Source: an optimization exercise on an open RTL-to-GDS flow (aim: small area). Production flows keep margins and buffers that such runs may drop.
In this exercise RTL edits were held to simulation tests only and were not proved equivalent to the original.
Power is estimated from default activity; no workload was simulated.

== the previous run ==
// cu_codec
module cu_codec (
    input  wire        clk,
    input  wire        rst_n,
    input  wire        req_valid,
    output wire        req_ready,
    input  wire [7:0]  req_op,
    input  wire [31:0] req_a,
    input  wire [31:0] req_v,
    input  wire [31:0] req_r,
    input  wire        close,
    output wire        rsp_valid,
    output wire [2:0]  rsp_code,
    output wire [2:0]  rsp_kind,
    output wire [31:0] rsp_fuel,
    output wire [3:0]  rsp_start,
    output wire [3:0]  rsp_mode,
    output wire [7:0]  rsp_pit,
    output wire [3:0]  rsp_display,
    output wire [4:0]  rsp_tm_addr,
    output wire [31:0] rsp_tm_stamp,
    output wire [3:0]  rsp_tm_sector,
    output wire [31:0] rsp_version,
    output wire [15:0] rsp_raw_len,
    output wire [63:0] rsp_raw_head,
    output reg  [15:0] discards,
    output wire        tx_valid,
    input  wire        tx_ready,
    output wire [7:0]  tx_data,
    output wire        tx_last,
    input  wire [1:0]  tx_status,
    input  wire        rx_valid,
    output wire        rx_ready,
    input  wire [7:0]  rx_data,
    input  wire        rx_last,
    input  wire        rx_timeout,
    input  wire        rx_ioerr,
    output reg         diag_valid,
    output wire [7:0]  diag_byte
);
Size: ~820 cells after synthesis, about 110 flip-flops, roughly 0.0071 mm² of cells after synthesis.
clock: 12.0 ns
lec_check: 0
cap_margin: 20
core_margin: 2
core_utilization: 70
place_density: 0.8
slew_margin: 20
standard.sh (not shown) runs the stock make flow with config.mk's settings and CLKGATE_MAP_FILE= SYNTH_SCRIPT=/design/flow/synth_recipe.tcl, a recipe that flattens the netlist after the stock synthesis.
==> flow/flow/run.sh <==
#!/bin/bash
# The standard layout (standard.sh) with three changes:
#  - synthesis maps with an area-oriented ABC script (abc_area_map.script)
#    instead of ORFS's delay-oriented one; registers are untouched;
#  - each port gets the smallest buffer (buf_1) instead of the resizer's pick;
#  - CTS uses clkbuf_8 and inserts no dummy loads.
set -euo pipefail
here=$(pwd)
rm -rf "$here/scripts_local"
cp -r "$FLOW_HOME/scripts" "$here/scripts_local"
cp "$here/flow/abc_area_map.script" "$here/scripts_local/abc_speed.script"
export SCRIPTS_DIR="$here/scripts_local"
export BUFFER_PORTS_ARGS="-buffer_cell sky130_fd_sc_hd__buf_1"
export CTS_ARGS="-sink_clustering_enable -repair_clock_nets -dont_use_dummy_load -buf_list sky130_fd_sc_hd__clkbuf_8"
bash standard.sh > "$here/flow.log" 2>&1
==> flow/flow/abc_area_map.script <==
strash
dch -f
amap
buffer -c
As the logs show, the previous run stopped at 3_2_place_iop after a tool error, so it never reached the end of the flow.
#### Input delta (the current run over the previous run)
- PLACE_DENSITY now 0.65, was 0.8
- CORE_UTILIZATION now 55, was 70
-- flow/flow/run.sh --
<<< the previous run, line 14
export CTS_ARGS="-sink_clustering_enable -repair_clock_nets -dont_use_dummy_load -buf_list sky130_fd_sc_hd__clkbuf_8"
>>> the current run, line 14
export CTS_ARGS="-sink_clustering_enable -repair_clock_nets -dont_use_dummy_load -buf_list sky130_fd_sc_hd__clkbuf_16 -sink_clustering_size 120 -sink_clustering_max_diameter 400"
Diff the current run..the previous run | synthesized-area fraction occupied by ao, oa, aoi and oai cells | negligible
The current run finished every stage and its layout cleared the timing, DRC and antenna checks.
The previous run failed in 3_2_place_iop with PPL-0024.
X dimension of the die delta for the current run relative to the previous run: 12% higher
In the flow results for the current run and the previous run, the die height is larger on the current run.

* * *

run 2:
cu_codec, a different RTL version from the one above (not shown whole).
For scale: about 110 flip-flops, about 370 I/O pins, ~6300 µm² of cells after synthesis.
clock: 12.0 ns
lec_check: 0
cap_margin: 20
core_margin: 2
core_utilization: 55
place_density: 0.65
slew_margin: 20
==> flow/flow/run.sh <==
#!/bin/bash
# The standard layout (standard.sh) with these changes:
#  - synthesis maps with an area-oriented ABC script (abc_area_map.script:
#    a timed &deepsyn AIG search, then choice-based area mapping) instead of
#    ORFS's delay-oriented one, and may not pick the larger-drive variants of
#    logic cells (synth_dont_use.txt, added to the platform's don't-use list
#    for synthesis only); registers are untouched;
#  - each port gets the smallest buffer (buf_1) instead of the resizer's pick;
#  - CTS uses clkbuf_8 and inserts no dummy loads.
set -euo pipefail
here=$(pwd)
rm -rf "$here/scripts_local"
cp -r "$FLOW_HOME/scripts" "$here/scripts_local"
cp "$here/flow/abc_area_map.script" "$here/scripts_local/abc_speed.script"
export SCRIPTS_DIR="$here/scripts_local"
export BUFFER_PORTS_ARGS="-buffer_cell sky130_fd_sc_hd__buf_1"
export CTS_ARGS="-sink_clustering_enable -repair_clock_nets -dont_use_dummy_load -buf_list sky130_fd_sc_hd__clkbuf_16 -sink_clustering_size 40 -sink_clustering_max_diameter 200 -sink_buffer_max_cap_derate 1.0"
base=$(make -s -C "$FLOW_HOME" DESIGN_CONFIG="$here/config.mk" WORK_HOME="$here/orfs" print-DONT_USE_CELLS 2> "$here/print.log" | sed -n 's/^DONT_USE_CELLS: //p')
[[ "$base" == *sky130_fd_sc_hd__lpflow* ]] || { echo "could not read the platform's DONT_USE_CELLS" >&2; exit 1; }
bash standard.sh synth "DONT_USE_CELLS=$base $(cat "$here/flow/synth_dont_use.txt")" > "$here/synth.log" 2>&1
bash standard.sh > "$here/flow.log" 2>&1
Other scripts of this flow, unchanged in this note and not shown: flow/flow/abc_area_map.script, flow/flow/synth_dont_use.txt
Run 2 | status: complete | timing, DRC, antenna: pass
--- input diff run 2..run 3 ---
diff --git a/flow/flow/run.sh b/flow/flow/run.sh
--- a/flow/flow/run.sh
+++ b/flow/flow/run.sh
@@ -16,3 +16,3 @@
 export BUFFER_PORTS_ARGS="-buffer_cell sky130_fd_sc_hd__buf_1"
-export CTS_ARGS="-sink_clustering_enable -repair_clock_nets -dont_use_dummy_load -buf_list sky130_fd_sc_hd__clkbuf_16 -sink_clustering_size 40 -sink_clustering_max_diameter 200 -sink_buffer_max_cap_derate 1.0"
+export CTS_ARGS="-sink_clustering_enable -repair_clock_nets -dont_use_dummy_load -buf_list sky130_fd_sc_hd__clkbuf_8 -sink_clustering_size 30 -sink_clustering_max_diameter 150"
 base=$(make -s -C "$FLOW_HOME" DESIGN_CONFIG="$here/config.mk" WORK_HOME="$here/orfs" print-DONT_USE_CELLS 2> "$here/print.log" | sed -n 's/^DONT_USE_CELLS: //p')
[summary]
- Compared to run 2, run 3 has end-of-flow core utilization 0.90 points lower.
- Wire length of the first global-routing pass across run 2 and run 3: no real change.
- Run 3 vs run 2, relative slew slack went down by 0.26 points.
- Relative to run 2, register-to-register slack has decreased by 50 ps in run 3.
- Measured against run 3, the worst supply voltage drop on vdd of run 2 comes out at 1.4 times the reference value.
- As far as met1 capacity usage during global routing is concerned, run 3 and run 2 perform about the same.
- Between run 2 and run 3, the difference in routed wire length is negligible.
- Taking run 2 over run 3, the total power density per cell area ratio works out to 1.06.
- Global-route usage across run 2 and run 3: no real change.

* * *

Starting RTL as in the previous note.
==> flow/config.mk <==
export PLATFORM = sky130hd
export DESIGN_NAME = cu_codec
export DESIGN_NICKNAME = cu_codec
export VERILOG_FILES = /design/flow/design.v
export SDC_FILE = /design/flow/constraint.sdc
export NUM_CORES = 4
export LEC_CHECK = 0
export CAP_MARGIN = 20
export CORE_MARGIN = 2
export CORE_UTILIZATION = 55
export PLACE_DENSITY = 0.65
export SLEW_MARGIN = 20
==> flow/constraint.sdc <==
create_clock -name core_clock -period 12.0 [get_ports {clk}]
set_input_delay 2.4000 -clock core_clock [delete_from_list [all_inputs] [get_ports {clk}]]
set_output_delay 2.4000 -clock core_clock [all_outputs]
set_load 0.01 [all_outputs]
==> flow/flow/run.sh <==
#!/bin/bash
# The standard layout (standard.sh) with three changes:
#  - synthesis maps with an area-oriented ABC script (abc_area_map.script)
#    instead of ORFS's delay-oriented one; registers are untouched;
#  - each port gets the smallest buffer (buf_1) instead of the resizer's pick;
#  - CTS uses clkbuf_8 and inserts no dummy loads.
set -euo pipefail
here=$(pwd)
rm -rf "$here/scripts_local"
cp -r "$FLOW_HOME/scripts" "$here/scripts_local"
cp "$here/flow/abc_area_map.script" "$here/scripts_local/abc_speed.script"
export SCRIPTS_DIR="$here/scripts_local"
export BUFFER_PORTS_ARGS="-buffer_cell sky130_fd_sc_hd__buf_1"
export CTS_ARGS="-sink_clustering_enable -repair_clock_nets -dont_use_dummy_load -buf_list sky130_fd_sc_hd__clkbuf_8"
bash standard.sh > "$here/flow.log" 2>&1
Scripts as last shown in full above: flow/flow/abc_area_map.script
==> next run, changes <==
--- a/flow/flow/run.sh
+++ b/flow/flow/run.sh
@@ -1,5 +1,6 @@
 #!/bin/bash
 # The standard layout (standard.sh) with three changes:
-#  - synthesis maps with an area-oriented ABC script (abc_area_map.script)
+#  - synthesis maps with an area-oriented ABC script (abc_area_map.script:
+#    a timed &deepsyn AIG search, then choice-based area mapping)
 #    instead of ORFS's delay-oriented one; registers are untouched;
 #  - each port gets the smallest buffer (buf_1) instead of the resizer's pick;
==> flow/flow/abc_area_map.script (replaced) <==
strash
&get -n
&deepsyn -T 60
&put
dch -f
amap
buffer -c
After rerunning: Area after synthesis went down by about 2%; first-iteration DRC count goes up by 33%; sequential cell count is unchanged; routed wire length goes up by 0.39%; worst hold slack is worse by 0.013 ns; cell area goes down by about 2%; setup slack got worse by 0.20 ns; sequential power fell by about 6.6%; core utilization went down by 0.78 points.

==> static timing again, ports no longer ideal <==
No port has a modelled driver above. Below, the same layouts with a new extraction and two added sets of constraints. Step 1 (the two cells are an assumption about what drives the block):
set clk [get_ports {clk}]
set_driving_cell -lib_cell sky130_fd_sc_hd__clkbuf_16 $clk
set_driving_cell -lib_cell sky130_fd_sc_hd__buf_2 [delete_from_list [all_inputs] $clk]
Step 2, shift: input delay + t, output delay - t, t = (earliest + latest rising clock arrival at the registers) / 2. This alone moves slack from input paths to output paths. Three values: ideal, step 1, step 2; two values: the first two.
| run | shift t [ns] | setup WS [ns] | worst setup path at the end | latest minus earliest clock arrival (ns) |
|---|---|---|---|---|
| the current run | 0.374 | 5.121 / 5.138 / 4.764 | input to register | 0.015 / 0.014 |
| run 2 | 0.391 | 5.248 / 5.202 / 5.004 | input to register | 0.023 / 0.023 |
| run 3 | 0.407 | 5.125 / 5.090 / 5.003 | input to register | 0.036 / 0.035 |
| the first run of note 3 | 0.401 | 5.207 / 5.172 / 5.096 | input to register | 0.021 / 0.021 |
| the second run of note 3 | 0.415 | 5.003 / 4.965 / 5.088 | input to register | 0.026 / 0.026 |
After both steps setup and hold are still met in every run listed. The setup slack of the current run, which loses most, moves by +0.017 ns with the drivers and by -0.357 ns with both steps.
